Background: an optimization exercise with open tools, aiming at small area. Do not read the settings as production practice. Only simulation tests tie the RTL to the original design; equivalence was not proved. No activity file was given, so power comes from the tool's default toggle rates.

==> v12 <==
==> flow/design.v <==
module nec_ir_pwm (
    input  wire       clk,
    input  wire       rst,         
    input  wire       ir_in,       
    input  wire       ir_init,     
    input  wire       cmd_get,     
    output wire       has_new,
    output wire [7:0] command,
    output wire       is_idle,
    input  wire [1:0] pwm_cmd,     
    input  wire [7:0] duty_r,
    input  wire [7:0] duty_g,
    input  wire [7:0] duty_b,
    input  wire [7:0] duty_w,
    output wire [3:0] pwm_out,     
    output wire       pwm_oe,
    output wire       pwm_busy
);
    reg        ir_sync1, ir_sync2, ir_prev;
    reg        ir_en;              
    reg  [7:0] prescale;
    reg  [7:0] timer;              
    reg        ovf;                
    reg  [7:0] sr;                 
    reg        err;                
    reg  [4:0] bit_cnt;            
    reg  [7:0] cmd_reg;            
    reg        new_flag;           
    wire handle = ir_prev & ~ir_sync2 & ir_en;
    wire tick   = ir_en & (&prescale);
    wire is_start = (timer >= 8'd60);
    wire bit_in   = (timer >= 8'd9);
    wire is_bit   = ~ovf & ~is_start;
    wire compare  = bit_cnt[3];                
    wire mis      = compare & (bit_in == sr[7]);
    wire bad      = mis | (err & (bit_cnt[2:0] != 3'd0));
    wire terminal = (bit_cnt == 5'd31);
    always @(posedge clk) begin
        if (rst) begin
            ir_sync1 <= 1'b1;
            ir_sync2 <= 1'b1;
            ir_prev  <= 1'b1;
            ir_en    <= 1'b0;
            prescale <= 8'd0;
            timer    <= 8'd0;
            ovf      <= 1'b0;
            bit_cnt  <= 5'd0;
            cmd_reg  <= 8'd0;
            new_flag <= 1'b0;
        end else begin
            ir_sync1 <= ir_in;
            ir_sync2 <= ir_sync1;
            ir_prev  <= ir_sync2;
            if (ir_init)
                ir_en <= 1'b1;
            prescale <= prescale + {7'd0, ir_en};
            if (handle) begin
                timer <= {7'd0, tick};
                ovf   <= is_bit & terminal;
                if (!is_bit || (bit_cnt == 5'd15 && bad))
                    bit_cnt <= 5'd0;
                else
                    bit_cnt <= bit_cnt + 5'd1;
            end else if (tick) begin
                timer <= timer + 8'd1;
                if (&timer)
                    ovf <= 1'b1;
            end
            if (handle && is_bit && terminal && !bad) begin
                cmd_reg  <= {sr[6:0], sr[7]};
                new_flag <= 1'b1;
            end else if (cmd_get) begin
                new_flag <= 1'b0;
            end
        end
    end
    always @(posedge clk) begin
        if (handle && is_bit) begin
            sr  <= {sr[6:0], bit_in ^ compare};
            err <= bad;
        end
    end
    assign has_new = new_flag;
    assign command = cmd_reg;
    assign is_idle = ovf;
    reg        oe;
    reg        busy;
    reg        fast;
    reg  [6:0] scan;               
    reg  [6:0] lr, lg, lb, lw;     
    reg  [3:0] pins;
    wire last = fast ? (scan == 7'd1) : (scan == 7'd100);
    wire [3:0] hit;
    assign hit[0] = (lr == scan);
    assign hit[1] = (lg == scan);
    assign hit[2] = (lb == scan);
    assign hit[3] = (lw == scan);
    always @(posedge clk) begin
        if (!busy) begin
            lr <= duty_r[6:0];
            lg <= duty_g[6:0];
            lb <= duty_b[6:0];
            lw <= duty_w[6:0];
        end
    end
    always @(posedge clk) begin
        if (!busy) begin
            if (pwm_cmd[1])
                scan <= pwm_cmd[0] ? 7'd100 : 7'd0;
        end else begin
            scan <= fast ? scan - 7'd1 : scan + 7'd1;
        end
    end
    always @(posedge clk) begin
        if (rst) begin
            oe   <= 1'b0;
            busy <= 1'b0;
            fast <= 1'b0;
            pins <= 4'd0;
        end else if (!busy) begin
            if (pwm_cmd == 2'd1) begin
                oe   <= 1'b1;
                pins <= 4'd0;
            end else if (pwm_cmd[1] && oe) begin
                busy <= 1'b1;
                fast <= pwm_cmd[0];
                if (pwm_cmd[0])
                    pins <= {pins[3] & (duty_w == 8'd100), 3'b000};
                else
                    pins <= pins | {duty_w != 8'd0, duty_b != 8'd0,
                                    duty_g != 8'd0, duty_r != 8'd0};
            end
        end else begin
            if (fast)
                pins <= pins | hit;
            else
                pins <= pins & ~(hit & {~last, 3'b111});
            if (last)
                busy <= 1'b0;
        end
    end
    assign pwm_out  = pins;
    assign pwm_oe   = oe;
    assign pwm_busy = busy;
endmodule
==> flow/run.sh <==
#!/bin/bash
# synth_recipe.tcl (not shown) runs the flow's synth.tcl, then flattens the netlist and writes it again
# the make line also repeats each setting of config.mk as NAME=value (left out here)
make -C /OpenROAD-flow-scripts/flow DESIGN_CONFIG=/design/flow/config.mk WORK_HOME=/design/flow/orfs CLKGATE_MAP_FILE= SYNTH_SCRIPT=/design/flow/synth_recipe.tcl finish
==> flow/config.mk <==
export PLATFORM = sky130hd
export DESIGN_NAME = nec_ir_pwm
export DESIGN_NICKNAME = nec_ir_pwm
export VERILOG_FILES = /design/flow/design.v
export SDC_FILE = /design/flow/constraint.sdc
export NUM_CORES = 4
export LEC_CHECK = 0
export CAP_MARGIN = 20
export CORE_MARGIN = 2
export CORE_UTILIZATION = 40
export SLEW_MARGIN = 20
==> flow/constraint.sdc <==
create_clock -name core_clock -period 10.0 [get_ports {clk}]
set_input_delay 2.0000 -clock core_clock [delete_from_list [all_inputs] [get_ports {clk}]]
set_output_delay 2.0000 -clock core_clock [all_outputs]
set_load 0.01 [all_outputs]
==> inputs of v20, as changes to v12 <==
==> flow/design.v, changed modules only <==
module nec_ir_pwm (
    input  wire       clk,
    input  wire       rst,         
    input  wire       ir_in,       
    input  wire       ir_init,     
    input  wire       cmd_get,     
    output wire       has_new,
    output wire [7:0] command,
    output wire       is_idle,
    input  wire [1:0] pwm_cmd,     
    input  wire [7:0] duty_r,
    input  wire [7:0] duty_g,
    input  wire [7:0] duty_b,
    input  wire [7:0] duty_w,
    output wire [3:0] pwm_out,     
    output wire       pwm_oe,
    output wire       pwm_busy
);
    reg        ir_sync1, ir_sync2, ir_prev;
    reg        ir_en;              
    reg  [7:0] prescale;
    reg  [7:0] timer;              
    reg        ovf;                
    reg  [7:0] sr;                 
    reg        err;                
    reg  [4:0] bit_cnt;            
    reg  [7:0] cmd_reg;            
    reg        new_flag;           
    wire handle = ir_prev & ~ir_sync2 & ir_en;
    wire tick   = ir_en & (prescale == 8'h80);
    wire pre_fb = prescale[7] ^ prescale[5] ^ prescale[4] ^ prescale[3] ^
                  (prescale[6:0] == 7'd0);
    wire is_start = (timer >= 8'd60);
    wire bit_in   = (timer >= 8'd9);
    wire is_bit   = ~ovf & ~is_start;
    wire compare  = bit_cnt[3];                
    wire mis      = compare & (bit_in == sr[7]);
    wire bad      = mis | (err & (bit_cnt[2:0] != 3'd0));
    wire terminal = (bit_cnt == 5'd31);
    always @(posedge clk) begin
        if (rst) begin
            ir_sync1 <= 1'b1;
            ir_sync2 <= 1'b1;
            ir_prev  <= 1'b1;
            ir_en    <= 1'b0;
            prescale <= 8'd0;
            timer    <= 8'd0;
            ovf      <= 1'b0;
            bit_cnt  <= 5'd0;
            cmd_reg  <= 8'd0;
            new_flag <= 1'b0;
        end else begin
            ir_sync1 <= ir_in;
            ir_sync2 <= ir_sync1;
            ir_prev  <= ir_sync2;
            if (ir_init)
                ir_en <= 1'b1;
            prescale <= ir_en ? {prescale[6:0], pre_fb} : 8'd0;
            if (handle) begin
                timer <= {7'd0, tick};
                ovf   <= is_bit & terminal;
                if (!is_bit || (bit_cnt == 5'd15 && bad))
                    bit_cnt <= 5'd0;
                else
                    bit_cnt <= bit_cnt + 5'd1;
            end else if (tick) begin
                timer <= timer + 8'd1;
                if (&timer)
                    ovf <= 1'b1;
            end
            if (handle && is_bit && terminal && !bad) begin
                cmd_reg  <= {sr[6:0], sr[7]};
                new_flag <= 1'b1;
            end else if (cmd_get) begin
                new_flag <= 1'b0;
            end
        end
    end
    always @(posedge clk) begin
        if (handle && is_bit) begin
            sr  <= {sr[6:0], bit_in ^ compare};
            err <= bad;
        end
    end
    assign has_new = new_flag;
    assign command = cmd_reg;
    assign is_idle = ovf;
    reg        oe;
    reg        busy;
    reg        fast;
    reg  [6:0] scan;               
    reg  [6:0] lr, lg, lb, lw;     
    reg        pin_r, pin_g, pin_b, pin_w;
    wire [6:0] idx  = scan ^ {7{fast}};
    wire       last = scan[6] & scan[5] & scan[2] &
                      (~fast | (scan[4] & scan[3] & scan[1]));
    wire [3:0] hit;
    assign hit[0] = (lr == idx);
    assign hit[1] = (lg == idx);
    assign hit[2] = (lb == idx);
    assign hit[3] = (lw == idx);
    always @(posedge clk) begin
        if (!busy) begin
            fast <= pwm_cmd[0];
            lr <= duty_r[6:0];
            lg <= duty_g[6:0];
            lb <= duty_b[6:0];
            lw <= duty_w[6:0];
        end
    end
    always @(posedge clk) begin
        if (!busy)
            scan <= pwm_cmd[0] ? 7'd27 : 7'd0;
        else
            scan <= scan + 7'd1;
    end
    wire init     = ~busy & (pwm_cmd == 2'd1);
    wire run      = ~busy & pwm_cmd[1] & oe;
    wire run_slow = run & ~pwm_cmd[0];
    wire run_fast = run & pwm_cmd[0];
    wire step_set = busy & fast;
    wire step_clr = busy & ~fast;
    always @(posedge clk) begin
        if (rst) begin
            oe    <= 1'b0;
            busy  <= 1'b0;
            pin_r <= 1'b0;
            pin_g <= 1'b0;
            pin_b <= 1'b0;
            pin_w <= 1'b0;
        end else begin
            if (init)
                oe <= 1'b1;
            if (run)
                busy <= 1'b1;
            else if (busy && last)
                busy <= 1'b0;
            if (init || run_fast || (step_clr && hit[0]))
                pin_r <= 1'b0;
            else if ((run_slow && duty_r[6:0] != 7'd0) || (step_set && hit[0]))
                pin_r <= 1'b1;
            if (init || run_fast || (step_clr && hit[1]))
                pin_g <= 1'b0;
            else if ((run_slow && duty_g[6:0] != 7'd0) || (step_set && hit[1]))
                pin_g <= 1'b1;
            if (init || run_fast || (step_clr && hit[2]))
                pin_b <= 1'b0;
            else if ((run_slow && duty_b[6:0] != 7'd0) || (step_set && hit[2]))
                pin_b <= 1'b1;
            if (init || (run_fast && duty_w[6:0] != 7'd100) ||
                (step_clr && hit[3] && !last))
                pin_w <= 1'b0;
            else if ((run_slow && duty_w[6:0] != 7'd0) || (step_set && hit[3]))
                pin_w <= 1'b1;
        end
    end
    assign pwm_out  = {pin_w, pin_b, pin_g, pin_r};
    assign pwm_oe   = oe;
    assign pwm_busy = busy;
endmodule
==> flow/flow/run.sh (new file) <==
#!/bin/bash
# Own layout flow: the standard flow (standard.sh) with these changes:
#  - synthesis is synth_recipe.tcl unchanged except that Yosys's abc call
#    gets an area-oriented ABC script (flow/abc.script); registers are
#    untouched (abc runs without -dff);
#  - every port still gets a buffer, but the smallest one (buf_1);
#  - clock tree built from small clock buffers, without dummy loads.
# Each tool's output goes to a log file of its own in this folder.
set -euo pipefail
W=$(pwd)

{
  echo 'proc synth {args} { yosys synth -nofsm -noshare {*}$args }'
  echo "proc abc {args} { set i [lsearch \$args -script]; if {\$i >= 0} { lset args [expr {\$i+1}] $W/flow/abc.script }; yosys abc {*}\$args }"
  tail -n +2 synth_recipe.tcl
} > flow_synth.tcl

cat >> config.mk <<EOC
export BUFFER_PORTS_ARGS = -buffer_cell sky130_fd_sc_hd__buf_1
export CTS_ARGS = -sink_clustering_enable -repair_clock_nets -dont_use_dummy_load -root_buf sky130_fd_sc_hd__clkbuf_8 -buf_list sky130_fd_sc_hd__clkbuf_8
EOC

sed -e "s#$W/synth_recipe.tcl#$W/flow_synth.tcl#" standard.sh > flow_standard.sh
grep -q flow_synth.tcl flow_standard.sh

bash flow_standard.sh synth > synth.log 2>&1
bash flow_standard.sh floorplan > floorplan.log 2>&1
bash flow_standard.sh place > place.log 2>&1
bash flow_standard.sh cts > cts.log 2>&1
bash flow_standard.sh finish > finish.log 2>&1
test -f out/final.def
==> flow/flow/abc.script (new file) <==
&get -n
&st
&deepsyn -T 60 -S 1
&dch -f
&nf -a -R 1000
&put
==> flow/standard.sh (new file) <==
#!/bin/bash
# synth_recipe.tcl (not shown) runs the flow's synth.tcl, then flattens the netlist and writes it again
# the make line also repeats each setting of config.mk as NAME=value (left out here)
make -C /OpenROAD-flow-scripts/flow DESIGN_CONFIG=/design/flow/config.mk WORK_HOME=/design/flow/orfs CLKGATE_MAP_FILE= SYNTH_SCRIPT=/design/flow/synth_recipe.tcl "${@:-finish}"
--- a/flow/config.mk
+++ b/flow/config.mk
@@ -9,3 +9,5 @@
 export CORE_MARGIN = 2
 export CORE_UTILIZATION = 40
 export SLEW_MARGIN = 20
+export BUFFER_PORTS_ARGS = -buffer_cell sky130_fd_sc_hd__buf_1
+export CTS_ARGS = -sink_clustering_enable -repair_clock_nets -dont_use_dummy_load -root_buf sky130_fd_sc_hd__clkbuf_8 -buf_list sky130_fd_sc_hd__clkbuf_8
removed: flow/run.sh
==> summary of the runs <==
v20 ran to the end with no violations. v12 finished clean.
Against v12, the die area of v20 is smaller by about 13%.
Fmax: v20 is larger than v12 (about 7%).
Against v20, the clock power of v12 is higher by 57%.
Global-route usage: v20 is lower than v12 (1.1 points).
Setup slack: v12 is worse than v20 (0.24 ns).
Between v12 and v20, the lower wire length is in v20 (gap 21%, measured against v20).
In v20 the sequential share of layout area is higher than in v12, by 9.9 points.
Between v12 and v20, the lower synthesized cell count is in v20 (gap about 18%, measured against v20).
Against v12, the via count of v20 is smaller by 14%.
Against v12, the combinational power of v20 is lower by 7.2%.

what the ideal ports hide:
No port has a modelled driver above. Below, the same layouts with a new extraction and two added sets of constraints.
Step 1 sets driving cells, clkbuf_16 on the clock port and buf_2 on the other inputs (assumed; they add their load-dependent delay and slew).
Step 2, shift: input delay + t, output delay - t, t = (earliest + latest rising clock arrival at the registers) / 2. This alone moves slack from input paths to output paths.
Three values: ideal ports, drivers, drivers and shift; two values: the first two.
run | t (ns) | setup slack, ns | hold WS [ns] | worst setup path at the end | worst slew at a driven data input, ns
v12 | 0.375 | 6.382 / 6.350 / 6.026 | 0.416 / 0.416 / 0.416 | input to register | 0.04
v20 | 0.374 | 6.619 / 6.630 / 6.256 | 0.425 / 0.425 / 0.425 | input to register | 0.05
After both steps every run listed still meets setup and hold. The setup slack of v20, which loses most, moves by +0.011 ns with the drivers and by -0.363 ns with both steps.
